What follows belongs to an exercise in optimizing a design on an open flow for small area and a short achievable clock period; a production flow would make more cautious choices. Where RTL was checked, it was by simulation tests only, not by an equivalence proof against the original. No functional check of the RTL was part of runs 5 and 6. Power is estimated from default activity; no workload was simulated.

## flow/standard.sh

```bash
#!/bin/bash
# synth_recipe.tcl (not shown) runs the flow's synth.tcl, then flattens the netlist and writes it again
# the make line also repeats each setting of config.mk as NAME=value (left out here)
make -C /OpenROAD-flow-scripts/flow DESIGN_CONFIG=/design/flow/config.mk WORK_HOME=/design/flow/orfs CLKGATE_MAP_FILE= SYNTH_SCRIPT=/design/flow/synth_recipe.tcl "${@:-finish}"
```

## flow/design.v

```verilog
module lc2k_pipe (
    input  wire        clk,
    input  wire        rst,             
    output wire [15:0] imem_addr,
    input  wire [31:0] imem_rdata,
    output wire [15:0] dmem_addr,
    output wire [31:0] dmem_wdata,
    output wire        dmem_we,
    input  wire [31:0] dmem_rdata,
    input  wire [2:0]  dbg_sel,
    output wire [31:0] dbg_reg,
    output wire        halted,
    output wire        faulted,
    output wire [1:0]  fault_cause,
    output wire [31:0] fault_value,
    output wire [31:0] fault_instr,
    output wire [31:0] pc,
    output wire [31:0] cnt_cycles,
    output wire [31:0] cnt_fetched,
    output wire [31:0] cnt_retired,
    output wire [31:0] cnt_branches
);
    localparam [2:0] OP_ADD  = 3'd0,
                     OP_NAND = 3'd1,
                     OP_LW   = 3'd2,
                     OP_SW   = 3'd3,
                     OP_BEQ  = 3'd4,
                     OP_HALT = 3'd6,
                     OP_NOOP = 3'd7;
    function automatic [7:0] dec8(input [2:0] s);
        dec8 = 8'd1 << s;
    endfunction
    function automatic [31:0] rd8(input [255:0] r, input [7:0] oh);
        integer k;
        begin
            rd8 = 32'd0;
            for (k = 0; k < 8; k = k + 1)
                rd8 = rd8 | (r[k*32 +: 32] & {32{oh[k]}});
        end
    endfunction
    function automatic [31:0] pinc(input [31:0] q, input c);
        reg [31:0] p;
        integer l, i;
        begin
            p = q;
            for (l = 0; l < 5; l = l + 1)
                for (i = 0; i < 32; i = i + 1)
                    if (((i >> l) & 1) == 1)
                        p[i] = p[i] & p[((i >> l) << l) - 1];
            pinc = q ^ ({p[30:0], 1'b1} & {32{c}});
        end
    endfunction
    reg [17:0]  pc_r;
    reg [255:0] rf;
    reg [2:0]  ifid_op;
    reg [23:0] ifid_f;
    reg [2:0]  idex_op;
    reg        idex_mem;                
    reg [23:0] idex_f;
    reg [31:0] idex_rega, idex_regb;
    reg [2:0]  exmem_op;
    reg [23:0] exmem_f;
    reg [15:0] exmem_alu;               
    reg        exmem_cy;                
    reg [15:0] exmem_hi;                
    reg [31:0] exmem_readreg;
    reg        exmem_doob;              
    reg [2:0]  memwb_op;
    reg [21:0] memwb_f;
    reg [31:0] memwb_data;
    reg        memwb_bad;               
    reg [31:0] cycles_r, retired_r, branches_r;
    reg [31:0] fetched_r;
    reg        halted_r, faulted_r;
    reg [1:0]  fcause_r;
    wire        if_valid = (imem_rdata[31:25] == 7'd0);
    wire [2:0]  if_raw   = imem_rdata[24:22];
    wire [2:0]  if_op    = (if_valid && if_raw != 3'd5) ? if_raw : OP_NOOP;
    wire [17:0] if_target = pc_r + 18'd1 + {{2{imem_rdata[15]}}, imem_rdata[15:0]};
    wire [17:0] if_x     = (if_op == OP_BEQ) ? if_target : {2'b00, imem_rdata[15:0]};
    wire        fetch_oob = (pc_r[17:16] != 2'd0);
    wire [31:0] pc_inc    = pinc({14'd0, pc_r}, 1'b1);
    wire [17:0] pc_next   = pc_inc[17:0];
    wire [2:0]  id_a = ifid_f[23:21];
    wire [2:0]  id_b = ifid_f[20:18];
    wire [31:0] dec_rega = rd8(rf, dec8(id_a));
    wire [31:0] dec_regb = rd8(rf, dec8(id_b));
    wire        ex_mem  = idex_mem;
    wire        ex_nand = (idex_op == OP_NAND);
    wire        ex_beq  = (idex_op == OP_BEQ);
    wire [31:0] ex_opb  = ex_mem ? {{16{idex_f[15]}}, idex_f[15:0]} : idex_rega;
    wire [16:0] ex_lo   = {1'b0, idex_regb[15:0]} + {1'b0, ex_opb[15:0]};
    wire        ex_cy   = ex_lo[16];
    wire [15:0] ex_nandv = ~(idex_rega[15:0] & idex_regb[15:0]);
    wire        ex_eq   = (idex_rega == idex_regb);
    wire [15:0] ex_opbh = ex_mem ? {16{idex_f[15]}} : idex_rega[31:16];
    wire [15:0] ex_sumh = idex_regb[31:16] + ex_opbh;
    wire [15:0] ex_hi   = ex_nand ? ~(idex_rega[31:16] & idex_regb[31:16]) : ex_sumh;
    wire [15:0] ex_alu;
    assign ex_alu[15:1] = ex_nand ? ex_nandv[15:1] : ex_lo[15:1];
    assign ex_alu[0]    = ex_nand ? ex_nandv[0] : ex_beq ? ex_eq : ex_lo[0];
    wire        hi_zero = (idex_regb[31:16] == 16'h0000);
    wire        hi_ones = (idex_regb[31:16] == 16'hffff);
    wire        hi_one  = (idex_regb[31:16] == 16'h0001);
    wire        ex_hi_ok = idex_f[15] ? (ex_cy ? hi_zero : hi_one)
                                      : (ex_cy ? hi_ones : hi_zero);
    wire        ex_doob = ex_mem && !ex_hi_ok;
    wire [31:0] mem_hinc = pinc({16'd0, exmem_hi}, exmem_cy);
    wire [31:0] mem_alu  = {mem_hinc[15:0], exmem_alu};
    wire mem_lw  = (exmem_op == OP_LW);
    wire mem_sw  = (exmem_op == OP_SW);
    wire br_taken = (exmem_op == OP_BEQ) && exmem_alu[0];
    wire mem_bad = ((exmem_op == OP_ADD) || (exmem_op == OP_NAND)) &&
                   (exmem_f[15:3] != 13'd0);
    wire [31:0] mem_data = (mem_lw && !exmem_doob) ? dmem_rdata : mem_alu;
    wire wb_alu  = (memwb_op == OP_ADD) || (memwb_op == OP_NAND);
    wire wb_lw   = (memwb_op == OP_LW);
    wire wb_halt = (memwb_op == OP_HALT);
    wire wb_retire = (memwb_op[2] == 1'b0) || (memwb_op == OP_BEQ);
    wire [2:0] wb_dest = wb_lw ? memwb_f[21:19] : memwb_f[2:0];
    wire wb_we   = wb_alu || wb_lw;
    wire running   = !halted_r && !faulted_r;
    wire halt_now  = running && wb_halt;
    wire any_fault = memwb_bad || exmem_doob || fetch_oob;
    wire commit    = running && !wb_halt && !any_fault;
    wire fault_now = running && !wb_halt && any_fault;
    wire memwb_en  = running && !wb_halt && !memwb_bad;
    wire halt_in_pipe = (ifid_op == OP_HALT) || (idex_op == OP_HALT) ||
                        (exmem_op == OP_HALT);
    wire [31:0] cycles_next = rst ? 32'd0 : pinc(cycles_r, commit);
    wire [31:0] wbus = rst ? 32'd0 : memwb_data;
    genvar g;
    generate
        for (g = 0; g < 8; g = g + 1) begin : gen_rf
            wire en = rst || (commit && wb_we && wb_dest == g);
            always @(posedge clk)
                if (en) rf[g*32 +: 32] <= wbus;
        end
    endgenerate
    always @(posedge clk) begin
        ifid_op    <= rst ? OP_NOOP : if_op;
        ifid_f     <= {imem_rdata[21:16], if_x};
        idex_op    <= rst ? OP_NOOP : ifid_op;
        idex_mem   <= !rst && (ifid_op == OP_LW || ifid_op == OP_SW);
        idex_f     <= ifid_f;
        idex_rega  <= dec_rega;
        idex_regb  <= dec_regb;
        exmem_op   <= rst ? OP_NOOP : idex_op;
        exmem_f    <= idex_f;
        exmem_alu  <= ex_alu;
        exmem_cy   <= ex_cy && !ex_nand;
        exmem_hi   <= ex_hi;
        exmem_readreg <= idex_rega;
        exmem_doob <= !rst && ex_doob;
        if (rst) begin
            memwb_op  <= OP_NOOP;
            memwb_bad <= 1'b0;
        end else if (memwb_en) begin
            memwb_op   <= exmem_op;
            memwb_f    <= {exmem_f[23:18], exmem_f[15:0]};
            memwb_data <= mem_data;
            memwb_bad  <= mem_bad;
        end
        if (rst || commit) begin
            pc_r <= rst ? 18'd0 : br_taken ? exmem_f[17:0] : pc_next;
        end
        cycles_r   <= cycles_next;
        if (rst || (commit && !halt_in_pipe))
            fetched_r <= cycles_next;
        retired_r  <= rst ? 32'd0 : pinc(retired_r, (commit && wb_retire) || halt_now);
        branches_r <= rst ? 32'd0 : pinc(branches_r, commit && br_taken);
        halted_r   <= !rst && (halted_r || halt_now);
        faulted_r  <= !rst && (faulted_r || fault_now);
        if (fault_now)
            fcause_r <= memwb_bad ? 2'd3 : exmem_doob ? 2'd2 : 2'd1;
    end
    assign imem_addr    = pc_r[15:0];
    assign dmem_addr    = exmem_alu[15:0];
    assign dmem_wdata   = exmem_readreg;
    assign dmem_we      = commit && mem_sw;
    assign dbg_reg      = rd8(rf, dec8(dbg_sel));
    assign halted       = halted_r;
    assign faulted      = faulted_r;
    assign fault_cause  = fcause_r;
    assign fault_value  = fcause_r[0] ? (fcause_r[1] ? {16'd0, memwb_f[15:0]}
                                                     : {{14{pc_r[17]}}, pc_r})
                                      : memwb_data;
    assign fault_instr  = (fcause_r == 2'd1) ? 32'd0 : {7'd0, memwb_op, memwb_f};
    assign pc           = {{14{pc_r[17]}}, pc_r};
    assign cnt_cycles   = cycles_r;
    assign cnt_fetched  = fetched_r;
    assign cnt_retired  = retired_r;
    assign cnt_branches = branches_r;
endmodule
```

## flow/flow/run.sh

```bash
#!/bin/bash
# Layout flow: the standard ORFS flow, with every port buffered by the
# smallest buffer (sky130_fd_sc_hd__buf_1) instead of ORFS's default choice.
# The resizer may still upsize these buffers where timing needs it.
set -euo pipefail
export BUFFER_PORTS_ARGS="-buffer_cell sky130_fd_sc_hd__buf_1"
bash standard.sh finish > standard_flow.log 2>&1
```

## flow/config.mk

```make
export PLATFORM = sky130hd
export DESIGN_NAME = lc2k_pipe
export DESIGN_NICKNAME = lc2k_pipe
export VERILOG_FILES = /design/flow/design.v
export SDC_FILE = /design/flow/constraint.sdc
export NUM_CORES = 4
export LEC_CHECK = 0
export CAP_MARGIN = 20
export CORE_MARGIN = 2
export CORE_UTILIZATION = 45
export CTS_CLUSTER_DIAMETER = 100
export CTS_CLUSTER_SIZE = 25
export PLACE_DENSITY = 0.6
export SETUP_SLACK_MARGIN = 1.4
export SLEW_MARGIN = 20
```

## flow/constraint.sdc

```tcl
create_clock -name core_clock -period 4.5 [get_ports {clk}]
set_input_delay 0.9000 -clock core_clock [delete_from_list [all_inputs] [get_ports {clk}]]
set_output_delay 0.9000 -clock core_clock [all_outputs]
set_load 0.01 [all_outputs]
```

==> results.yml, run 1 <==
yosys:
  ys_types: 66
  netlist_area_sq_mm: 0.0294
  synthCells: 2562
  seq_area_frac_synth: 0.584
  synth_area_leader_cell: "edfxtp_1"
  yosys_warnings: 1
  synthFlopType: "edfxtp_1"
  synth_area_per_cell_sq_um: 11.5
  async_flop_share: 0
  synth_area_leaders: "edfxtp_1 37%, dfxtp_1 21%, a22oi_1 9.8%, ha_1 3.8%, nor2_1 2.7%"
  synth_edf_count: 362
  ys_ff_latch: 676
  synth.top_cell.area_share: 0.370
sta:
  final_max_slew_viol_count: 0
  timing.final.crit_period_ps: 3110
  fmax_ghz: 0.321
  hold_viol_final: 0
  period_share: 0.692
  tns_ps: 0
  finClkSkew_ps: 22.7
  rsz0062_at_grt: "yes"
  setup_viol: 0
  fin_ws_ps: 1390
  tightest_slew_ps: 1160
  timing.hold.ws_ps: 331
  slew_headroom: 0.227
place:
  io_buffers: 386
  dp_cells: 3677
  place_ws_ps: 1000
  dpl-instance-area_sq_mm: 0.0316
  gp_routability_congestion: 0.922
  dp_hpwl_mm: 64.6
run:
  drv_cap: 0
layout:
  fillers: 5632
  area_delta_synth_final_pct: 13.9
  postLayoutCellArea_sq_mm: 0.0335
  largest_reg_flops: 256
  regMostFlops: "rf"
  n_antenna_cell: 0
  multi_input_area_sq_mm: 0.0116
  regArea_sq_mm: 0.0172
  postLayoutCoreUtil: 0.519
  drive_gt1_frac: 0.0888
  instances_no_fill: 3771
  finalNetCount: 3051
drt:
  num_vias: 23509
  drt-initial-drc-count: 3296
  viasPerCell: 6.23
  drc: 0
  ant_nets: 0
  wl_per_cell_microns: 26.6
  dr.pass1.iters: 9
  wl_mm: 100
run_status:
  outcome: "no timing/DRC/antenna violations"
critical_path:
  cpPeakStageDelay_ps: 440
  crit_buf_inv: 2
  r2r_cells: 10
  end_kind: "output port"
  critPathLaunchType: "register"
  cpLargestDelayFamily: "simple AND/OR/NAND/NOR gates"
  worstPathCellList: "buf_4 -> nand2b_4 -> and2_1 -> buf_1"
  arrival_ps: 2210
  critPathMaxFanout: 23
  required_ps: 3600
  rrSetupSlack_ps: 1460
  path_depth: 4
  crit_slowest_cell: "edfxtp_1"
  path_class: "reg2out"
cts:
  cts_buffers: 34
  worstSkewPairLatency_ps: 600
  cts.sinks: 676
  cts_tree: "built"
  htreeDepth: 2
  clockBufferDepth: 3
  path_clk_slew_ps: 100
  root_buffer: "clkbuf_16"
floorplanning:
  dieArea_sq_mm: 0.0674
  fp.coreArea_sq_mm: 0.0645
  start_util: 0.456
  rows: 93
  fp.dieW_microns: 260
  pin_count: 394
  die-height_microns: 260
power_and_ir_drop:
  p_leak_nw: 12.2
  pwr_density_cell_mw_per_mm2: 444
  p_total_mw: 14.8
  ir_drop_v: 0.000223
hold_path:
  holdPathStages: 0
  hold_path.class: "reg2reg"
grt:
  grt_pass1_wl_mm: 143
  gr-total-overflow: 0
  grt_pass1_vias: 22363
  grt_max_degree: 162
  track_usage: 0.282
  antenna_found_initial: 4
logic make-up after synthesis:
group           after synthesis  share of synthesized area
flops                       676                      0.584
fa+ha+maj                    92                     0.0399
xor+xnor                    151                     0.0450
compound gates              621                      0.147
simple gates                703                      0.122
other cells                   1                   0.000128
buf+inv                     248                     0.0366
mux                          70                     0.0252
cells in the mapped netlist, types with 19 or more instances:
cell type,number
nand4_1,120
a22oi_1,384
dfxtp_1,314
ha_1,89
buf_4,38
nand2_1,125
nor2b_1,26
clkbuf_1,128
mux2i_1,37
nor2_1,211
xnor2_1,83
nor3_1,29
a211oi_1,19
edfxtp_1,362
xor2_1,68
inv_1,77
mux2_2,33
a21oi_1,49
nand3_1,50
o21ai_0,107
and2_1,29
path summary, 6_finish.rpt:
path	startpoint	end
setup / recovery	fcause_r[1]$_SDFFCE_PP1P_	fault_instr[22]
hold / removal	ifid_f[12]$_DFF_P_	idex_f[12]$_DFF_P_
setup reg to reg	idex_mem$_DFF_P_	exmem_alu[15]$_DFF_P_
hold reg to reg	ifid_f[12]$_DFF_P_	idex_f[12]$_DFF_P_
final cells by class:
class | instances | share of cell area
Tap cell | 855 | 0.0320
Inverter | 77 | 0.00871
Clock inverter | 5 | 0.00153
Timing Repair Buffer | 457 | 0.0674
Sequential cell | 676 | 0.513
Multi-Input combinational cell | 1644 | 0.347
Clock buffer | 57 | 0.0309
per-layer routing:
| metal | GRT usage | share of wire | vias up |
|---|---|---|---|
| met5 | 0 | 0.00026 | - |
| met4 | 0.0977 | 0.033 | 4 |
| met3 | 0.0738 | 0.12 | 261 |
| met2 | 0.445 | 0.45 | 1632 |
| met1 | 0.376 | 0.40 | 11372 |
| li1 | - | - | 10240 |
power by group:
| group | total, mW | switching [mW] | internal (mW) |
|---|---|---|---|
| logic | 3.05 | 1.91 | 1.14 |
| clock network | 3.65 | 2.03 | 1.62 |
| registers | 8.14 | 0.704 | 7.44 |
| total | 14.8 | 4.64 | 10.2 |
repair_timing:
item	4_1_cts	5_1_grt
cloned	0	7
hold buffers	0	0
setup buffers	7	18
setup endpoints to repair	142	67
pin swaps	4	20
gates resized for setup	45	75
placed cells by master (no fill, tap or decap), types with 34 or more instances in the layout:
master and count:
a21oi_1 48, a22oi_1 377, buf_1 374, buf_4 49
clkbuf_16 43, dfxtp_1 312, edfxtp_1 362, ha_1 85
inv_1 76, mux2i_1 34, nand2_1 121, nand3_1 50
nand4_1 120, nor2_1 205, o21ai_0 101, xnor2_1 83
xor2_1 68
==> inputs of run 2 (changes only) <==
--- a/flow/config.mk
+++ b/flow/config.mk
@@ -7,9 +7,9 @@
 export LEC_CHECK = 0
 export CAP_MARGIN = 20
 export CORE_MARGIN = 2
-export CORE_UTILIZATION = 45
+export CORE_UTILIZATION = 55
 export CTS_CLUSTER_DIAMETER = 100
 export CTS_CLUSTER_SIZE = 25
-export PLACE_DENSITY = 0.6
+export PLACE_DENSITY = 0.7
 export SETUP_SLACK_MARGIN = 1.4
 export SLEW_MARGIN = 20
==> run 2 against run 1 <==
Power is 2.6% lower. Sequential cell count did not move. Still clean on timing, DRC and antenna. Synthesized cell count did not move. First-iteration DRC count up 5.7%. Highest routed layer unchanged. Clock skew grew 17 ps. Non-clock buffer count is 3 higher. Sequential power up 0.5%. Critical endpoint is now fault_instr[14]. Wire length shrank 3.7%.
==> results.yml, run 2 <==
run_status:
  outcome: "no timing/DRC/antenna violations"
floorplanning:
  start_util: 0.558
  pin_count: 394
  dieArea_sq_mm: 0.0553
  fp.dieW_microns: 235
  fp.coreArea_sq_mm: 0.0527
  rows: 84
  die-height_microns: 235
yosys:
  synthSimpleGateAreaFrac: 0.122
  synth_edf_count: 362
  synth_area_per_cell_sq_um: 11.5
  synth.top_cell.area_share: 0.370
  synth_commonest_cells: "384 x a22oi_1, 362 x edfxtp_1, 314 x dfxtp_1, 211 x nor2_1, 128 x clkbuf_1"
  synth_xor_area_frac: 0.0450
  yosys.area_share.adder: 0.0399
  synthMuxAreaShare: 0.0252
  seq_area_frac_synth: 0.584
  synth_area_leader_cell: "edfxtp_1"
  synthFlopType: "edfxtp_1"
  ys_types: 66
  ys_ff_latch: 676
  yosys_warnings: 1
  async_flop_share: 0
  synth_most_common_cell: "a22oi_1"
  netlist_area_sq_mm: 0.0294
  synthCells: 2562
  synth_area_leaders: "edfxtp_1 37%, dfxtp_1 21%, a22oi_1 9.8%, ha_1 3.8%, nor2_1 2.7%"
  synth_compound_area_frac: 0.147
  synth_top_family_by_area: "compound AO/OA/AOI/OAI gates"
drt:
  drt-initial-drc-count: 3485
  dr.pass1.iters: 7
  drc: 0
  num_vias: 23678
  wl_per_cell_microns: 26.8
  wl_mm: 96.5
  viasPerCell: 6.57
  ant_nets: 0
sta:
  timing.final.crit_period_ps: 3100
  period_share: 0.689
  tightest_slew_ps: 1240
  final_max_slew_viol_count: 0
  rsz0062_at_grt: "yes"
  tns_ps: 0
  timing.hold.ws_ps: 316
  fmax_ghz: 0.323
  finClkSkew_ps: 40.2
  hold_viol_final: 0
  slew_headroom: 0.168
  setup_viol: 0
power_and_ir_drop:
  p_leak_nw: 12.0
  pwr_density_cell_mw_per_mm2: 438
  ir_drop_v: 0.000355
layout:
  regMostFlops: "rf"
  area_delta_synth_final_pct: 12.4
  postLayoutCellArea_sq_mm: 0.0330
  finalNetCount: 3052
  largest_reg_flops: 256
  regArea_sq_mm: 0.0172
  drive_gt1_frac: 0.0820
  final_common_cell: "a22oi_1"
  final_cell_mix: "383 x a22oi_1, 380 x buf_1, 362 x edfxtp_1"
  fillers: 4244
  instances_no_fill: 3606
  multi_input_area_sq_mm: 0.0116
cts:
  cts_tree: "built"
  holdBufCountCts: 0
  clockBufferDepth: 3
  cts_buffers: 31
  htreeDepth: 1
  worstSkewPairLatency_ps: 640
  cts.sinks: 676
  root_buffer: "clkbuf_16"
  path_clk_slew_ps: 110
grt:
  gr-total-overflow: 0
  grt_max_degree: 112
  antenna_found_initial: 7
  track_usage: 0.327
  grt_pass1_vias: 22271
  grt_pass1_wl_mm: 138
place:
  dpl-instance-area_sq_mm: 0.0315
  io_buffers: 386
  dp_cells: 3513
  gp_routability_congestion: 0.921
  dp_hpwl_mm: 63.7
critical_path:
  path_class: "reg2out"
  crit_slowest_cell: "nand2b_2"
  cpPeakStageDelay_ps: 410
  r2r_cells: 6
  rrSetupSlack_ps: 1440
  arrival_ps: 2200
  worstPathCellList: "buf_4 -> nand2b_2 -> and2_1 -> buf_1"
  required_ps: 3600
  end_kind: "output port"
  critPathLaunchType: "register"
  critPathMaxFanout: 19
run:
  drv_cap: 0
hold_path:
  holdPathStages: 0
  hold_path.class: "reg2reg"
-- run 2: report_power, final --
part / switching (mW) / total [mW] / leakage (nW) / internal [mW]
registers: 0.740 / 8.18 / 6.28 / 7.44
logic: 1.87 / 3.01 / 5.33 / 1.14
clock network: 1.92 / 3.27 / 0.435 / 1.35
total: 4.53 / 14.5 / 12.0 / 9.93
-- run 2: what timing repair did --
item / in CTS / in global routing
setup endpoints to repair: 304 / 225
pin swaps: 3 / 16
resized for setup: 38 / 55
buffers inserted: 11 / 17
hold endpoints to repair: 0 / 0
gates cloned: 0 / 4
-- run 2: cell families (layout without fill, tap and decap cells) --
family                     after synthesis  in the layout
adders and majority gates               92             92
and+or+nand+nor                        703            704
muxes                                   70             70
other                                    1             11
buffers and inverters                  248            593
xor gates and xnor gates               151            151
AOI/OAI and AO/OA                      621            621
DFF                                    676            676
-- run 2: worst max-delay path, delay by kind of cell (launching register included) --
family | cells | cell delay, ps
buffers and inverters | 2 | 520
flip-flops | 1 | 390
AND/OR/NAND/NOR | 2 | 610
-- run 2: area by class of cell --
type	instances	area share
Sequential cell	676	0.519
Tap cell	688	0.0261
Timing Repair Buffer	460	0.0682
Clock buffer	54	0.0267
Antenna cell	4	0.000303
Inverter	77	0.00875
Clock inverter	2	0.000719
Multi-Input combinational cell	1645	0.350
-- run 2: per-stage QoR --
step                total power [mW]  setup WS, ps  utilization
finish                          14.5          1400        0.628
global route                    15.0          1260        0.627
CTS                             14.3          1390        0.619
detailed placement              11.1           966        0.598
global placement                11.0           999        0.597
floorplan                       9.88          1200            -
-- run 2: per-layer routing --
metal | part of all wire | track usage
met5 | 0.00028 | 0
met4 | 0.047 | 0.133
met3 | 0.12 | 0.0647
met2 | 0.45 | 0.520
met1 | 0.38 | 0.441
-- run 2: path summary, 6_finish.rpt --
kind | startpoint | endpoint
worst max register to register | memwb_op[0]$_SDFFE_PP1P_ | rf[1]$_DFFE_PP_
worst min-delay path | idex_f[18]$_DFF_P_ | exmem_f[18]$_DFF_P_
worst max-delay path | fcause_r[1]$_SDFFCE_PP1P_ | fault_instr[14]
worst min register to register | idex_f[18]$_DFF_P_ | exmem_f[18]$_DFF_P_
==> inputs of run 3 (changes only) <==
--- a/flow/config.mk
+++ b/flow/config.mk
@@ -7,9 +7,9 @@
 export LEC_CHECK = 0
 export CAP_MARGIN = 20
 export CORE_MARGIN = 2
-export CORE_UTILIZATION = 55
+export CORE_UTILIZATION = 60
 export CTS_CLUSTER_DIAMETER = 100
 export CTS_CLUSTER_SIZE = 25
-export PLACE_DENSITY = 0.7
+export PLACE_DENSITY = 0.75
 export SETUP_SLACK_MARGIN = 1.4
 export SLEW_MARGIN = 20
==> run 3 against run 2 <==
Still clean on timing, DRC and antenna. Wire length decreased by 3.7%. Final cell count fell by 1.8%. Die area fell by 8.2%. Setup slack improved by 31 ps. Global-route usage up 2.1 points. Sequential cell count stayed put. Clock power decreased by 1%. Power is 0.33% lower. Sequential power barely moved. Largest power group unchanged.
==> results.yml, run 3 <==
drt:
  num_vias: 23582
  drc: 0
  dr.pass1.iters: 7
  wl_mm: 93.0
  viasPerCell: 6.66
  drt-initial-drc-count: 3516
  ant_nets: 0
  wl_per_cell_microns: 26.3
place:
  place_ws_ps: 972
  io_buffers: 386
  gp_routability_congestion: 0.943
  dp_hpwl_mm: 61.3
power_and_ir_drop:
  p_total_mw: 14.4
  pwr_density_cell_mw_per_mm2: 437
  internal_power_mw: 9.93
  switching_share: 0.311
  ir_drop_v: 0.000291
  clkPwrFrac: 0.224
  p_leak_nw: 12.1
  pwr-share-comb: 0.208
  switchingPower_mw: 4.48
  power_frac_seq: 0.568
grt:
  track_usage: 0.348
  grt_max_degree: 92
  gr-total-overflow: 0
  antenna_found_initial: 9
  grt_pass1_vias: 22034
  grt_pass1_wl_mm: 133
layout:
  multi_input_area_sq_mm: 0.0116
  largest_reg_flops: 256
  final_cell_mix: "377 x a22oi_1, 377 x buf_1, 362 x edfxtp_1"
  area_delta_synth_final_pct: 12.2
  regArea_sq_mm: 0.0172
  finalNetCount: 3052
  drive_gt1_frac: 0.0857
  postLayoutCoreUtil: 0.678
  fillers: 3586
  regMostFlops: "rf"
cts:
  cts_tree: "built"
  path_clk_slew_ps: 100
  root_buffer: "clkbuf_16"
  cts.sinks: 676
  holdBufCountCts: 0
  clockBufferDepth: 3
  htreeDepth: 1
  cts_buffers: 31
  worstSkewPairLatency_ps: 640
floorplanning:
  die-height_microns: 225
  fp.coreArea_sq_mm: 0.0486
  pin_count: 394
  rows: 81
  dieArea_sq_mm: 0.0508
  fp.dieW_microns: 225
  start_util: 0.604
hold_path:
  hold_path.class: "reg2reg"
sta:
  fin_ws_ps: 1430
  hold_viol_final: 0
  period_share: 0.682
  timing.final.crit_period_ps: 3070
  slew_headroom: 0.177
  tns_ps: 0
  fmax_ghz: 0.326
  finClkSkew_ps: 25.6
  rsz0062_at_grt: "yes"
  setup_viol: 0
  tightest_slew_ps: 1230
  final_max_slew_viol_count: 0
yosys:
  async_flop_share: 0
  synth_area_leaders: "edfxtp_1 37%, dfxtp_1 21%, a22oi_1 9.8%, ha_1 3.8%, nor2_1 2.7%"
  synth_area_leader_cell: "edfxtp_1"
  yosys_warnings: 1
  synth.top_cell.area_share: 0.370
  synthCells: 2562
  netlist_area_sq_mm: 0.0294
  seq_area_frac_synth: 0.584
  ys_types: 66
  synthFlopType: "edfxtp_1"
  synth_area_per_cell_sq_um: 11.5
  synth_edf_count: 362
  ys_ff_latch: 676
  synth_commonest_cells: "384 x a22oi_1, 362 x edfxtp_1, 314 x dfxtp_1, 211 x nor2_1, 128 x clkbuf_1"
  synth_most_common_cell: "a22oi_1"
critical_path:
  cpLargestDelayFamily: "simple AND/OR/NAND/NOR gates"
  crit_buf_inv: 3
  worstPathCellList: "buf_6 -> and3b_2 -> buf_12 -> a22oi_2 -> nand4_1 -> buf_2"
  rrSetupSlack_ps: 1470
  arrival_ps: 2170
  critPathMaxFanout: 8
  end_kind: "output port"
  required_ps: 3600
  cpPeakStageDelay_ps: 300
  critPathLaunchType: "primary input"
  path_class: "in2out"
  crit_slowest_cell: "and3b_2"
run_status:
  outcome: "no timing/DRC/antenna violations"
run:
  drv_cap: 0
run 3: cell count changes in the layout (fill, tap and decap cells not counted), sizes merged:
cell    before  now
nand2b      13   12
clkinv       0    2
clkbuf      59   60
diode        4    3
run 3: layout make-up:
type / instances / area share
flip-flops and latches: 676 / 0.520
multi-input cells: 1644 / 0.351
repair buffers: 461 / 0.0677
clock buffers: 54 / 0.0268
well taps: 622 / 0.0236
inverters: 77 / 0.00876
clock inverters: 4 / 0.00102
diodes: 3 / 0.000228
run 3: metrics by stage:
step	instance area [sq um]	std cells	hold WS (ps)
after floorplan	29500	2568	310
after global placement	31300	3443	310
after detailed placement	31300	3443	312
after CTS	32400	3511	328
after global routing	33000	3541	338
final	33000	3541	325
run 3: worst paths after layout:
check                                        start               endpoint  cells past startpoint
worst max-delay path                    dbg_sel[0]            dbg_reg[21]                      6
worst min-delay path            idex_f[17]$_DFF_P_    exmem_f[17]$_DFF_P_                      0
worst max register to register    idex_mem$_DFF_P_  exmem_alu[15]$_DFF_P_                     10
worst min register to register  idex_f[17]$_DFF_P_    exmem_f[17]$_DFF_P_                      0
run 3: kinds of logic after synthesis:
family,Yosys count,synth area share
buf+inv,248,0.0366
xor+xnor,151,0.0450
other cells,1,0.000128
flops,676,0.584
mux,70,0.0252
compound gates,621,0.147
fa+ha+maj,92,0.0399
simple gates,703,0.122
run 3: what timing repair did:
action / CTS / global route
setup endpoints to repair: 215 / 175
pin swaps: 1 / 22
setup buffers: 10 / 21
gates resized for setup: 35 / 74
cloned: 0 / 5
run 3: worst reg2reg max path: stages, from the launching register on:
cell       delay, ps
dfxtp_4          440
buf_6            150
mux2_2           350
ha_4             190
or3_1            380
o221a_4          250
o41ai_4          410
o2111ai_1        180
a31oi_1          260
xor2_1           190
mux2i_1           90
run 3: metal layers:
layer	vias to the layer above	GRT usage	part of all wire
met3	360	0.0969	0.14
met5	-	0	0.00037
li1	10241	-	-
met2	1857	0.557	0.46
met4	4	0.148	0.044
met1	11120	0.447	0.36
run 3: power groups by stage:
stage | clock network, mW | registers [mW] | logic (mW)
after floorplan | 0 | 8.07 | 1.81
after global placement | 0 | 8.28 | 2.72
after detailed placement | 0 | 8.31 | 2.77
after CTS | 3.26 | 8.14 | 2.85
after global routing | 3.47 | 8.25 | 3.23
final | 3.23 | 8.19 | 2.99
==> inputs of run 4 (changes only) <==
--- a/flow/config.mk
+++ b/flow/config.mk
@@ -7,9 +7,9 @@
 export LEC_CHECK = 0
 export CAP_MARGIN = 20
 export CORE_MARGIN = 2
-export CORE_UTILIZATION = 60
+export CORE_UTILIZATION = 65
 export CTS_CLUSTER_DIAMETER = 100
 export CTS_CLUSTER_SIZE = 25
-export PLACE_DENSITY = 0.75
-export SETUP_SLACK_MARGIN = 1.4
+export PLACE_DENSITY = 0.8
+export SETUP_SLACK_MARGIN = 1.45
 export SLEW_MARGIN = 20
==> run 4 against run 3 <==
Setup slack improved by 4.3 ps. Utilization rose by 6.6 points. Critical path type unchanged. Register-to-register slack improved by 30 ps. Still clean. Critical endpoint is now dbg_reg[12]. Count of clock-buffer cells in the layout rose by 1. Highest routed layer unchanged. Critical path depth rose by 1.
==> results.yml, run 4 <==
layout:
  final_cell_mix: "381 x a22oi_1, 375 x buf_1, 362 x edfxtp_1"
  area_delta_synth_final_pct: 12.4
  fillers: 3064
  largest_reg_flops: 256
  final_common_cell: "a22oi_1"
  drive_gt1_frac: 0.0862
  finalNetCount: 3060
  regMostFlops: "rf"
  regArea_sq_mm: 0.0172
  multi_input_area_sq_mm: 0.0116
yosys:
  seq_area_frac_synth: 0.584
  yosys_warnings: 1
  ys_ff_latch: 676
  synth_commonest_cells: "384 x a22oi_1, 362 x edfxtp_1, 314 x dfxtp_1, 211 x nor2_1, 128 x clkbuf_1"
  synth_edf_count: 362
  synthFlopType: "edfxtp_1"
  synthCells: 2562
  synth_most_common_cell: "a22oi_1"
  ys_types: 66
  async_flop_share: 0
  synth_area_per_cell_sq_um: 11.5
  netlist_area_sq_mm: 0.0294
  synth_area_leaders: "edfxtp_1 37%, dfxtp_1 21%, a22oi_1 9.8%, ha_1 3.8%, nor2_1 2.7%"
  synth.top_cell.area_share: 0.370
  synth_area_leader_cell: "edfxtp_1"
sta:
  hold_viol_final: 0
  rsz0062_at_grt: "yes"
  final_max_slew_viol_count: 0
  tns_ps: 0
  timing.hold.ws_ps: 325
  finClkSkew_ps: 38.4
  slew_headroom: 0.286
  tightest_slew_ps: 1070
  timing.final.crit_period_ps: 3070
  period_share: 0.681
  fmax_ghz: 0.326
  setup_viol: 0
critical_path:
  arrival_ps: 2170
  required_ps: 3600
  end_kind: "output port"
  rrSetupSlack_ps: 1500
  r2r-end: "exmem_alu[13]$_DFF_P_"
  path_class: "in2out"
  critPathMaxFanout: 8
  crit-reg2reg-launch: "idex_mem$_DFF_P_"
  critPathLaunchType: "primary input"
  r2r_cells: 13
cts:
  cts.sinks: 676
  htreeDepth: 1
  worstSkewPairLatency_ps: 650
  holdBufCountCts: 0
  root_buffer: "clkbuf_16"
  cts_tree: "built"
  cts_buffers: 31
  clockBufferDepth: 3
  path_clk_slew_ps: 100
floorplanning:
  pin_count: 394
  dieArea_sq_mm: 0.0469
  start_util: 0.662
  fp.coreArea_sq_mm: 0.0444
  die-height_microns: 217
  fp.dieW_microns: 217
  rows: 77
drt:
  drt-initial-drc-count: 3953
  wl_mm: 93.8
  drc: 0
  wl_per_cell_microns: 26.7
  viasPerCell: 6.82
  num_vias: 24023
  dr.pass1.iters: 10
  ant_nets: 0
hold_path:
  holdPathStages: 0
  hold_path.startpoint: "idex_f[20]$_DFF_P_"
  hold_path.class: "reg2reg"
  whs_endpoint: "exmem_f[20]$_DFF_P_"
grt:
  antenna_found_initial: 8
  grt_pass1_wl_mm: 134
  grt_max_degree: 64
  track_usage: 0.378
  grt_pass1_vias: 22446
  gr-total-overflow: 0
run:
  drv_cap: 0
place:
  io_buffers: 386
  dp_hpwl_mm: 61.4
  gp_routability_congestion: 0.982
power_and_ir_drop:
  pwr_density_cell_mw_per_mm2: 436
  ir_drop_v: 0.000427
  p_leak_nw: 12.1
run_status:
  outcome: "no timing/DRC/antenna violations"
==> run 4: kinds of logic after synthesis <==
group | Yosys count | share of synthesized area
buffers and inverters | 248 | 0.0366
muxes | 70 | 0.0252
and+or+nand+nor | 703 | 0.122
xor gates and xnor gates | 151 | 0.0450
adders and majority gates | 92 | 0.0399
AOI/OAI and AO/OA | 621 | 0.147
DFF | 676 | 0.584
other | 1 | 0.000128
==> run 4: where the power goes <==
part	switching [mW]	internal (mW)
logic	1.85	1.15
clock network	1.87	1.33
registers	0.784	7.44
==> run 4: metal layers <==
layer,vias up,routed length [microns],GRT usage
met5,-,52,0
met4,8,5060,0.169
li1,10271,-,-
met1,11264,32800,0.488
met2,2022,42200,0.594
met3,458,13700,0.110
==> run 4: per-stage QoR <==
stage	setup WS (ps)	std cells	power [mW]	util	instance area, sq um
2_1_floorplan	1200	2568	9.88	-	29500
3_3_place_gp	1140	3416	11.0	0.705	31300
3_5_place_dp	1080	3417	11.1	0.705	31300
4_1_cts	1310	3487	14.2	0.732	32500
5_1_grt	1370	3518	14.9	0.744	33000
6_report	1430	3521	14.4	0.744	33000
==> run 4: critical path: stages <==
cell,delay (ps)
buf_6,120
nor3b_4,150
buf_4,140
clkbuf_16,170
a22oi_1,230
nand4_1,250
buf_1,200
==> run 4: how the worst max path moves through the flow <==
stage                           start                 endpoint  slack [ps]  cells after the start
4_1_cts        memwb_bad$_SDFFE_PP0P_                  dmem_we        1310                      6
5_1_grt            exmem_doob$_DFF_P_                  dmem_we        1370                      6
3_3_place_gp            imem_rdata[0]    ifid_f[16]$_SDFF_PP0_        1140                     13
3_5_place_dp   pc_r[17]$_SDFFCE_PP0P_  fetched_r[26]$_DFFE_PP_        1080                      8
6_report                   dbg_sel[2]              dbg_reg[12]        1430                      7
2_1_floorplan  pc_r[17]$_SDFFCE_PP0P_          rf[0]$_DFFE_PP_        1200                      5
==> run 4: area by class of cell <==
cell class	instances	share of cell area
clock buffers	55	0.0262
inverters	77	0.00875
clock inverters	3	0.00129
flip-flops and latches	676	0.519
well taps	592	0.0224
diodes	5	0.000379
repair buffers	468	0.0703
multi-input cells	1645	0.351
==> run 4: timing repair <==
action,in CTS,in global routing
gates resized for setup,47,63
cloned,1,6
setup buffers,11,22
pin swaps,2,16
endpoints found under the setup margin,325,212
==> inputs of run 5 (changes only) <==
--- a/flow/design.v
+++ b/flow/design.v
@@ -70,7 +70,7 @@
     reg [31:0] memwb_data;
     reg        memwb_bad;               
     reg [31:0] cycles_r, retired_r, branches_r;
-    reg [31:0] fetched_r;
+    reg [1:0]  hold_r;                  
     reg        halted_r, faulted_r;
     reg [1:0]  fcause_r;
     wire        if_valid = (imem_rdata[31:25] == 7'd0);
@@ -165,8 +165,7 @@
             pc_r <= rst ? 18'd0 : br_taken ? exmem_f[17:0] : pc_next;
         end
         cycles_r   <= cycles_next;
-        if (rst || (commit && !halt_in_pipe))
-            fetched_r <= cycles_next;
+        hold_r     <= rst ? 2'd0 : hold_r + {1'b0, commit && halt_in_pipe};
         retired_r  <= rst ? 32'd0 : pinc(retired_r, (commit && wb_retire) || halt_now);
         branches_r <= rst ? 32'd0 : pinc(branches_r, commit && br_taken);
         halted_r   <= !rst && (halted_r || halt_now);
@@ -188,7 +187,9 @@
     assign fault_instr  = (fcause_r == 2'd1) ? 32'd0 : {7'd0, memwb_op, memwb_f};
     assign pc           = {{14{pc_r[17]}}, pc_r};
     assign cnt_cycles   = cycles_r;
-    assign cnt_fetched  = fetched_r;
+    wire [2:0]  fet_lo  = {1'b0, cycles_r[1:0]} - {1'b0, hold_r};
+    wire [31:0] fet_hi  = pinc({2'b11, ~cycles_r[31:2]}, fet_lo[2]);
+    assign cnt_fetched  = {~fet_hi[29:0], fet_lo[1:0]};
     assign cnt_retired  = retired_r;
     assign cnt_branches = branches_r;
 endmodule
--- a/flow/config.mk
+++ b/flow/config.mk
@@ -7,9 +7,9 @@
 export LEC_CHECK = 0
 export CAP_MARGIN = 20
 export CORE_MARGIN = 2
-export CORE_UTILIZATION = 65
+export CORE_UTILIZATION = 45
 export CTS_CLUSTER_DIAMETER = 100
 export CTS_CLUSTER_SIZE = 25
-export PLACE_DENSITY = 0.8
-export SETUP_SLACK_MARGIN = 1.45
+export PLACE_DENSITY = 0.6
+export SETUP_SLACK_MARGIN = 1.4
 export SLEW_MARGIN = 20
==> run 5 against run 4 <==
Now fails the layout checks on setup timing. Via count down 0.42%. First-iteration DRC count is 22% lower. Sequential power grew 3.3%. Critical path depth rose by 6. Critical path type is now reg2out.
==> results.yml, run 5 <==
hold_path:
  hold_path.class: "reg2reg"
layout:
  area_delta_synth_final_pct: 16.1
  fillers: 5573
  regMostFlops: "rf"
  regArea_sq_mm: 0.0162
  multi_input_area_sq_mm: 0.0125
  finalNetCount: 3137
  final_common_cell: "a22oi_1"
  largest_reg_flops: 256
  final_cell_mix: "360 x a22oi_1, 336 x buf_1, 330 x edfxtp_1"
  drive_gt1_frac: 0.123
grt:
  grt_pass1_vias: 22835
  gr-total-overflow: 0
  grt_max_degree: 67
  track_usage: 0.289
  antenna_found_initial: 4
  grt_pass1_wl_mm: 146
yosys:
  netlist_area_sq_mm: 0.0291
  synth_area_leader_cell: "edfxtp_1"
  synth_most_common_cell: "a22oi_1"
  ys_types: 73
  yosys_warnings: 1
  synth_edf_count: 330
  synthFlopType: "edfxtp_1"
  async_flop_share: 0
  ys_ff_latch: 646
  synthCells: 2628
  synth.top_cell.area_share: 0.341
  synth_area_leaders: "edfxtp_1 34%, dfxtp_1 22%, a22oi_1 9.9%, ha_1 4.0%, nor2_1 2.8%"
  synth_commonest_cells: "384 x a22oi_1, 330 x edfxtp_1, 316 x dfxtp_1, 217 x nor2_1, 142 x clkbuf_1"
  synth_area_per_cell_sq_um: 11.1
  seq_area_frac_synth: 0.558
power_and_ir_drop:
  power_frac_seq: 0.519
  switchingPower_mw: 5.80
  ir_drop_v: 0.000299
  internal_power_mw: 10.6
  p_leak_nw: 12.4
  pwr-share-comb: 0.278
  switching_share: 0.354
  pwr_density_cell_mw_per_mm2: 485
  clkPwrFrac: 0.203
sta:
  hold_viol_final: 0
  rsz0062_at_grt: "yes"
  final_max_slew_viol_count: 0
  fmax_ghz: 0.202
  period_share: 1.10
  tightest_slew_ps: 1150
  tns_ps: -3290
  slew_headroom: 0.231
  setup_viol: 12
  fin_ws_ps: -442
  finClkSkew_ps: 36.7
  timing.final.crit_period_ps: 4940
floorplanning:
  die-height_microns: 258
  pin_count: 394
  fp.coreArea_sq_mm: 0.0641
  rows: 93
  fp.dieW_microns: 258
  dieArea_sq_mm: 0.0667
  start_util: 0.453
critical_path:
  worstPathCellList: "inv_4 -> ha_4 -> fa_2 -> or4b_4 -> or3_4 -> nor3_4 -> nand3_2 -> or4_4 -> or3_4 -> buf_6 -> or3_4 -> a21o_1 -> buf_2"
  arrival_ps: 4040
  crit_slowest_cell: "or4b_4"
  cpLargestDelayFamily: "simple AND/OR/NAND/NOR gates"
  cpPeakStageDelay_ps: 460
  critPathLaunchType: "register"
  crit_buf_inv: 3
  end_kind: "output port"
  path_class: "reg2out"
  cpMostUsedCell: "or3_4"
  required_ps: 3600
  critPathMaxFanout: 5
run_status:
  violations: "setup timing"
  outcome: "complete, but fails checks"
cts:
  clockBufferDepth: 3
  path_clk_slew_ps: 110
  root_buffer: "clkbuf_16"
  cts_buffers: 31
  holdBufCountCts: 0
  htreeDepth: 1
  worstSkewPairLatency_ps: 650
  cts_tree: "built"
  cts.sinks: 646
place:
  gp_routability_congestion: 0.972
  dp_hpwl_mm: 66.1
  place_ws_ps: 58.9
  io_buffers: 386
drt:
  num_vias: 23923
  dr.pass1.iters: 8
  drc: 0
  viasPerCell: 6.21
  drt-initial-drc-count: 3098
  wl_mm: 102
  ant_nets: 0
  wl_per_cell_microns: 26.4
run:
  drv_cap: 0
-- run 5: what timing repair did --
| action | in CTS | in global routing |
|---|---|---|
| cloned | 0 | 6 |
| setup endpoints to repair | 290 | 98 |
| buffers inserted | 25 | 18 |
| resized for setup | 138 | 115 |
| pin swaps | 19 | 43 |
| endpoints found under the hold margin | 0 | 0 |
-- run 5: per-layer routing --
layer / global-route usage / share of wire / up-vias
met1: 0.380 / 0.39 / 11627
met2: 0.474 / 0.46 / 1522
met5: 0 / 0.00012 / -
met4: 0.110 / 0.040 / 2
met3: 0.0552 / 0.10 / 292
li1: - / - / 10480
-- run 5: final timing paths --
kind / endpoint / start / cells past startpoint / slack [ps]
max: cnt_fetched[30] / cycles_r[0]$_SDFF_PP0_ / 13 / -440
min: exmem_f[20]$_DFF_P_ / idex_f[20]$_DFF_P_ / 0 / 330
max reg2reg: rf[210]$_DFFE_PP_ / pc_r[17]$_SDFFCE_PP0P_ / 7 / 1440
min reg2reg: exmem_f[20]$_DFF_P_ / idex_f[20]$_DFF_P_ / 0 / 330
-- run 5: area by class of cell --
| class | instances | share of cell area |
|---|---|---|
| clock inverter | 6 | 0.00234 |
| timing repair buffer | 489 | 0.0791 |
| inverter | 88 | 0.00994 |
| multi-input combinational | 1716 | 0.369 |
| sequential | 646 | 0.481 |
| tap | 855 | 0.0317 |
| clock buffer | 51 | 0.0261 |
| antenna | 2 | 0.000148 |
-- run 5: cell families after synthesis --
logic type,after synthesis,share of synthesized area
flip-flops,646,0.558
AND/OR/NAND/NOR,741,0.131
buffers and inverters,272,0.0402
XOR/XNOR,166,0.0503
adder cells (fa/ha/maj),96,0.0423
multiplexers,68,0.0248
AO/OA/AOI/OAI,638,0.153
other,1,0.000129
-- run 5: power groups by stage --
stage                     Clock [mW]  Sequential, mW  Combinational, mW
final                           3.32            8.49               4.55
after global routing            3.59            8.57               4.96
after CTS                       3.36            8.43               4.40
after detailed placement           0            8.59               4.23
after global placement             0            8.55               4.16
after floorplan                    0            8.24               2.80
-- run 5: through the flow --
stage	area [sq um]	hold WS (ps)	power (mW)	cells	utilization
floorplan	29200	310	11.0	2634	-
finish	33700	331	16.4	3853	0.526
CTS	33000	322	16.2	3827	0.515
global route	33700	332	17.1	3852	0.526
detailed placement	31400	312	12.8	3745	0.489
global placement	31400	312	12.7	3745	0.489
==> inputs of run 6 (changes only) <==
--- a/flow/design.v
+++ b/flow/design.v
@@ -55,14 +55,13 @@
     reg [2:0]  ifid_op;
     reg [23:0] ifid_f;
     reg [2:0]  idex_op;
-    reg        idex_mem;                
     reg [23:0] idex_f;
     reg [31:0] idex_rega, idex_regb;
     reg [2:0]  exmem_op;
     reg [23:0] exmem_f;
     reg [15:0] exmem_alu;               
     reg        exmem_cy;                
-    reg [15:0] exmem_hi;                
+    reg [15:0] exmem_regbh;             
     reg [31:0] exmem_readreg;
     reg        exmem_doob;              
     reg [2:0]  memwb_op;
@@ -70,7 +69,7 @@
     reg [31:0] memwb_data;
     reg        memwb_bad;               
     reg [31:0] cycles_r, retired_r, branches_r;
-    reg [1:0]  hold_r;                  
+    reg [31:0] fetched_r;
     reg        halted_r, faulted_r;
     reg [1:0]  fcause_r;
     wire        if_valid = (imem_rdata[31:25] == 7'd0);
@@ -85,28 +84,31 @@
     wire [2:0]  id_b = ifid_f[20:18];
     wire [31:0] dec_rega = rd8(rf, dec8(id_a));
     wire [31:0] dec_regb = rd8(rf, dec8(id_b));
-    wire        ex_mem  = idex_mem;
+    wire        ex_mem  = (idex_op == OP_LW) || (idex_op == OP_SW);
     wire        ex_nand = (idex_op == OP_NAND);
     wire        ex_beq  = (idex_op == OP_BEQ);
-    wire [31:0] ex_opb  = ex_mem ? {{16{idex_f[15]}}, idex_f[15:0]} : idex_rega;
-    wire [16:0] ex_lo   = {1'b0, idex_regb[15:0]} + {1'b0, ex_opb[15:0]};
+    wire [16:0] ex_lo_m = {1'b0, idex_regb[15:0]} + {1'b0, idex_f[15:0]};
+    wire [16:0] ex_lo_a = {1'b0, idex_regb[15:0]} + {1'b0, idex_rega[15:0]};
+    wire [16:0] ex_lo   = ex_mem ? ex_lo_m : ex_lo_a;
     wire        ex_cy   = ex_lo[16];
     wire [15:0] ex_nandv = ~(idex_rega[15:0] & idex_regb[15:0]);
     wire        ex_eq   = (idex_rega == idex_regb);
-    wire [15:0] ex_opbh = ex_mem ? {16{idex_f[15]}} : idex_rega[31:16];
-    wire [15:0] ex_sumh = idex_regb[31:16] + ex_opbh;
-    wire [15:0] ex_hi   = ex_nand ? ~(idex_rega[31:16] & idex_regb[31:16]) : ex_sumh;
     wire [15:0] ex_alu;
     assign ex_alu[15:1] = ex_nand ? ex_nandv[15:1] : ex_lo[15:1];
     assign ex_alu[0]    = ex_nand ? ex_nandv[0] : ex_beq ? ex_eq : ex_lo[0];
     wire        hi_zero = (idex_regb[31:16] == 16'h0000);
     wire        hi_ones = (idex_regb[31:16] == 16'hffff);
     wire        hi_one  = (idex_regb[31:16] == 16'h0001);
-    wire        ex_hi_ok = idex_f[15] ? (ex_cy ? hi_zero : hi_one)
-                                      : (ex_cy ? hi_ones : hi_zero);
+    wire        ex_hi_ok = idex_f[15] ? (ex_lo_m[16] ? hi_zero : hi_one)
+                                      : (ex_lo_m[16] ? hi_ones : hi_zero);
     wire        ex_doob = ex_mem && !ex_hi_ok;
-    wire [31:0] mem_hinc = pinc({16'd0, exmem_hi}, exmem_cy);
-    wire [31:0] mem_alu  = {mem_hinc[15:0], exmem_alu};
+    wire mem_lsw = (exmem_op == OP_LW) || (exmem_op == OP_SW);
+    wire [15:0] mem_sumh_m = exmem_regbh + {16{exmem_f[15]}} + {15'd0, exmem_cy};
+    wire [15:0] mem_sumh_a = exmem_regbh + exmem_readreg[31:16] + {15'd0, exmem_cy};
+    wire [15:0] mem_sumh = mem_lsw ? mem_sumh_m : mem_sumh_a;
+    wire [15:0] mem_alh  = (exmem_op == OP_NAND) ? ~(exmem_readreg[31:16] & exmem_regbh)
+                                                 : mem_sumh;
+    wire [31:0] mem_alu  = {mem_alh, exmem_alu};
     wire mem_lw  = (exmem_op == OP_LW);
     wire mem_sw  = (exmem_op == OP_SW);
     wire br_taken = (exmem_op == OP_BEQ) && exmem_alu[0];
@@ -141,15 +143,14 @@
         ifid_op    <= rst ? OP_NOOP : if_op;
         ifid_f     <= {imem_rdata[21:16], if_x};
         idex_op    <= rst ? OP_NOOP : ifid_op;
-        idex_mem   <= !rst && (ifid_op == OP_LW || ifid_op == OP_SW);
         idex_f     <= ifid_f;
         idex_rega  <= dec_rega;
         idex_regb  <= dec_regb;
         exmem_op   <= rst ? OP_NOOP : idex_op;
         exmem_f    <= idex_f;
         exmem_alu  <= ex_alu;
-        exmem_cy   <= ex_cy && !ex_nand;
-        exmem_hi   <= ex_hi;
+        exmem_cy   <= ex_cy;
+        exmem_regbh <= idex_regb[31:16];
         exmem_readreg <= idex_rega;
         exmem_doob <= !rst && ex_doob;
         if (rst) begin
@@ -165,7 +166,8 @@
             pc_r <= rst ? 18'd0 : br_taken ? exmem_f[17:0] : pc_next;
         end
         cycles_r   <= cycles_next;
-        hold_r     <= rst ? 2'd0 : hold_r + {1'b0, commit && halt_in_pipe};
+        if (rst || (commit && !halt_in_pipe))
+            fetched_r <= cycles_next;
         retired_r  <= rst ? 32'd0 : pinc(retired_r, (commit && wb_retire) || halt_now);
         branches_r <= rst ? 32'd0 : pinc(branches_r, commit && br_taken);
         halted_r   <= !rst && (halted_r || halt_now);
@@ -187,9 +189,7 @@
     assign fault_instr  = (fcause_r == 2'd1) ? 32'd0 : {7'd0, memwb_op, memwb_f};
     assign pc           = {{14{pc_r[17]}}, pc_r};
     assign cnt_cycles   = cycles_r;
-    wire [2:0]  fet_lo  = {1'b0, cycles_r[1:0]} - {1'b0, hold_r};
-    wire [31:0] fet_hi  = pinc({2'b11, ~cycles_r[31:2]}, fet_lo[2]);
-    assign cnt_fetched  = {~fet_hi[29:0], fet_lo[1:0]};
+    assign cnt_fetched  = fetched_r;
     assign cnt_retired  = retired_r;
     assign cnt_branches = branches_r;
 endmodule
--- a/flow/config.mk
+++ b/flow/config.mk
@@ -8,8 +8,6 @@
 export CAP_MARGIN = 20
 export CORE_MARGIN = 2
 export CORE_UTILIZATION = 45
-export CTS_CLUSTER_DIAMETER = 100
-export CTS_CLUSTER_SIZE = 25
 export PLACE_DENSITY = 0.6
-export SETUP_SLACK_MARGIN = 1.4
+export SETUP_SLACK_MARGIN = 1.8
 export SLEW_MARGIN = 20
==> run 6 against run 5 <==
The run now finishes clean. Power rose by 12%. Final cell count up 6.8%. Count of clock-buffer cells in the layout is 53 higher. Setup slack better by 1700 ps. Largest cell class unchanged. Largest power group unchanged. Highest routed layer unchanged.
==> results.yml, run 6 <==
place:
  dp_hpwl_mm: 68.4
  gp_routability_congestion: 0.930
  io_buffers: 386
  dpl-instance-area_sq_mm: 0.0326
yosys:
  synth_area_leader_cell: "edfxtp_1"
  synth_most_common_cell: "a22oi_1"
  seq_area_frac_synth: 0.570
  synth_commonest_cells: "384 x a22oi_1, 362 x edfxtp_1, 313 x dfxtp_1, 200 x nor2_1, 141 x nand2_1"
  synth_area_leaders: "edfxtp_1 36%, dfxtp_1 21%, a22oi_1 9.6%, ha_1 3.6%, nand4_1 2.6%"
  synthFlopType: "edfxtp_1"
  ys_ff_latch: 675
  synth.top_cell.area_share: 0.362
  synth_area_per_cell_sq_um: 11.3
  synth_edf_count: 362
  synthCells: 2654
  ys_types: 77
  netlist_area_sq_mm: 0.0300
  async_flop_share: 0
  yosys_warnings: 1
sta:
  rsz0062_at_grt: "yes"
  timing.final.crit_period_ps: 3200
  period_share: 0.711
  final_max_slew_viol_count: 0
  fmax_ghz: 0.312
  tightest_slew_ps: 1140
  setup_viol: 0
  finClkSkew_ps: 13.7
  tns_ps: 0
  slew_headroom: 0.239
  hold_viol_final: 0
cts:
  cts.sinks: 675
  root_buffer: "clkbuf_16"
  htreeDepth: 3
  clockBufferDepth: 3
  cts_buffers: 73
  holdBufCountCts: 0
  path_clk_slew_ps: 60
  cts_tree: "built"
  worstSkewPairLatency_ps: 620
critical_path:
  end_kind: "output port"
  startpoint: "dbg_sel[0]"
  required_ps: 3600
  arrival_ps: 2300
  r2r-end: "branches_r[29]$_SDFF_PP0_"
  critPathMaxFanout: 8
  path_class: "in2out"
  crit-reg2reg-launch: "pc_r[17]$_SDFFCE_PP0P_"
  rrSetupSlack_ps: 1520
  r2r_cells: 11
  critPathLaunchType: "primary input"
floorplanning:
  die-height_microns: 262
  rows: 94
  fp.dieW_microns: 262
  fp.coreArea_sq_mm: 0.0660
  start_util: 0.455
  pin_count: 394
  dieArea_sq_mm: 0.0688
layout:
  finalNetCount: 3351
  regMostFlops: "rf"
  fillers: 5200
  final_cell_mix: "362 x edfxtp_1, 304 x dfxtp_1, 300 x a22oi_1"
  area_delta_synth_final_pct: 31.9
  largest_reg_flops: 256
  drive_gt1_frac: 0.248
  final_common_cell: "edfxtp_1"
  postLayoutCellArea_sq_mm: 0.0396
  postLayoutCoreUtil: 0.600
drt:
  wl_mm: 116
  num_vias: 26209
  viasPerCell: 6.37
  wl_per_cell_microns: 28.2
  dr.pass1.iters: 7
  drt-initial-drc-count: 3852
  ant_nets: 0
  drc: 0
run_status:
  outcome: "no timing/DRC/antenna violations"
power_and_ir_drop:
  ir_drop_v: 0.000272
  p_leak_nw: 14.8
  pwr_density_cell_mw_per_mm2: 465
grt:
  gr-total-overflow: 0
  antenna_found_initial: 3
  grt_pass1_vias: 24988
  grt_pass1_wl_mm: 161
  grt_max_degree: 165
  track_usage: 0.312
run:
  drv_cap: 0
hold_path:
  hold_path.startpoint: "ifid_f[2]$_DFF_P_"
  hold_path.class: "reg2reg"
  holdPathStages: 0
  whs_endpoint: "idex_f[2]$_DFF_P_"
run 6: area by class of cell:
class | instances | area, sq um | share of cell area
Antenna cell | 2 | 5.00 | 0.000126
Clock buffer | 104 | 2230 | 0.0562
Clock inverter | 32 | 211 | 0.00534
Inverter | 61 | 258 | 0.00651
Multi-Input combinational cell | 1757 | 13700 | 0.346
Sequential cell | 675 | 17200 | 0.433
Tap cell | 864 | 1080 | 0.0273
Timing Repair Buffer | 620 | 4950 | 0.125
run 6: per-layer routing:
metal,routed length (microns),GRT usage
met2,53200,0.498
met4,6250,0.139
met1,43600,0.400
met3,13000,0.0795
met5,13,0
run 6: cells by family after synthesis:
kind of cell / after synthesis / share of synthesized area
AOI/OAI and AO/OA: 703 / 0.163
xor gates and xnor gates: 171 / 0.0499
adders and majority gates: 94 / 0.0409
buffers and inverters: 234 / 0.0343
DFF: 675 / 0.570
muxes: 41 / 0.0144
other: 1 / 0.000125
and+or+nand+nor: 735 / 0.127
run 6: what timing repair did:
| item | CTS | global route |
|---|---|---|
| cloned | 22 | 17 |
| pin swaps | 142 | 122 |
| resized for setup | 438 | 194 |
| endpoints found under the setup margin | 442 | 416 |
| hold endpoints to repair | 0 | 0 |
| setup buffers | 78 | 79 |
run 6: worst max-delay path, cell delays in order:
cell	delay, ps
buf_12	110
and3b_2	240
buf_12	160
buf_12	150
a22oi_2	180
nand4_1	290
buf_2	250
run 6: worst max-delay path by stage:
stage / slack (ps) / end
2_1_floorplan: 1390 / rf[32]$_DFFE_PP_
3_3_place_gp: 1040 / rf[157]$_DFFE_PP_
3_5_place_dp: 1000 / rf[158]$_DFFE_PP_
4_1_cts: 1290 / dmem_we
5_1_grt: 1290 / dmem_we
6_report: 1300 / dbg_reg[1]
run 6: power by group:
group	internal (mW)	leakage, nW	total [mW]	switching [mW]
Sequential	7.41	6.28	8.17	0.762
Clock	3.52	1.21	6.04	2.51
Combinational	1.79	7.36	4.21	2.42
run 6: per-stage QoR:
step                      power [mW]  setup WS, ps  hold slack, ps  cells
after global placement          11.4          1040             312   3779
after CTS                       18.0          1290             322   4017
after floorplan                 10.1          1390             310   2660
after global routing            19.0          1290             330   4114
after detailed placement        11.5          1000             312   3781
final                           18.4          1300             323   4115

==> port drivers added, routing unchanged <==
The flow's constraints put no driver on any port. The routed layouts listed below were extracted and timed again, unchanged, in two steps.
Step 1, drivers: a clkbuf_16 drives clk and a buf_2 each remaining input, both assumed.
Step 2 times the ports against the registers' clock, not the clock port: input delays grow and output delays shrink by t, the midpoint of the rising clock arrivals with the driver on.
Three values: ideal, step 1, step 2; two values: the first two.
run | t, ns | setup WS [ns] | worst hold slack (ns) | worst setup path after step 2 | clock arrival spread, ns
run 1 | 0.653 | 1.385 / 1.317 / 1.059 | 0.331 / 0.331 / 0.331 | input to register | 0.023 / 0.023
run 2 | 0.682 | 1.399 / 1.340 / 1.127 | 0.316 / 0.316 / 0.316 | input to register | 0.045 / 0.045
run 3 | 0.693 | 1.430 / 1.389 / 1.065 | 0.325 / 0.325 / 0.325 | input to register | 0.032 / 0.031
run 4 | 0.688 | 1.434 / 1.379 / 1.096 | 0.325 / 0.306 / 0.325 | input to register | 0.041 / 0.041
run 5 | 0.701 | -0.442 / -0.511 / 0.190 | 0.331 / 0.302 / 0.331 | register to output | 0.038 / 0.038
run 6 | 0.681 | 1.298 / 1.248 / 1.160 | 0.323 / 0.323 / 0.323 | input to register | 0.015 / 0.016
The setup slack of run 3, which loses most, moves by -0.041 ns with the drivers and by -0.365 ns with both steps.
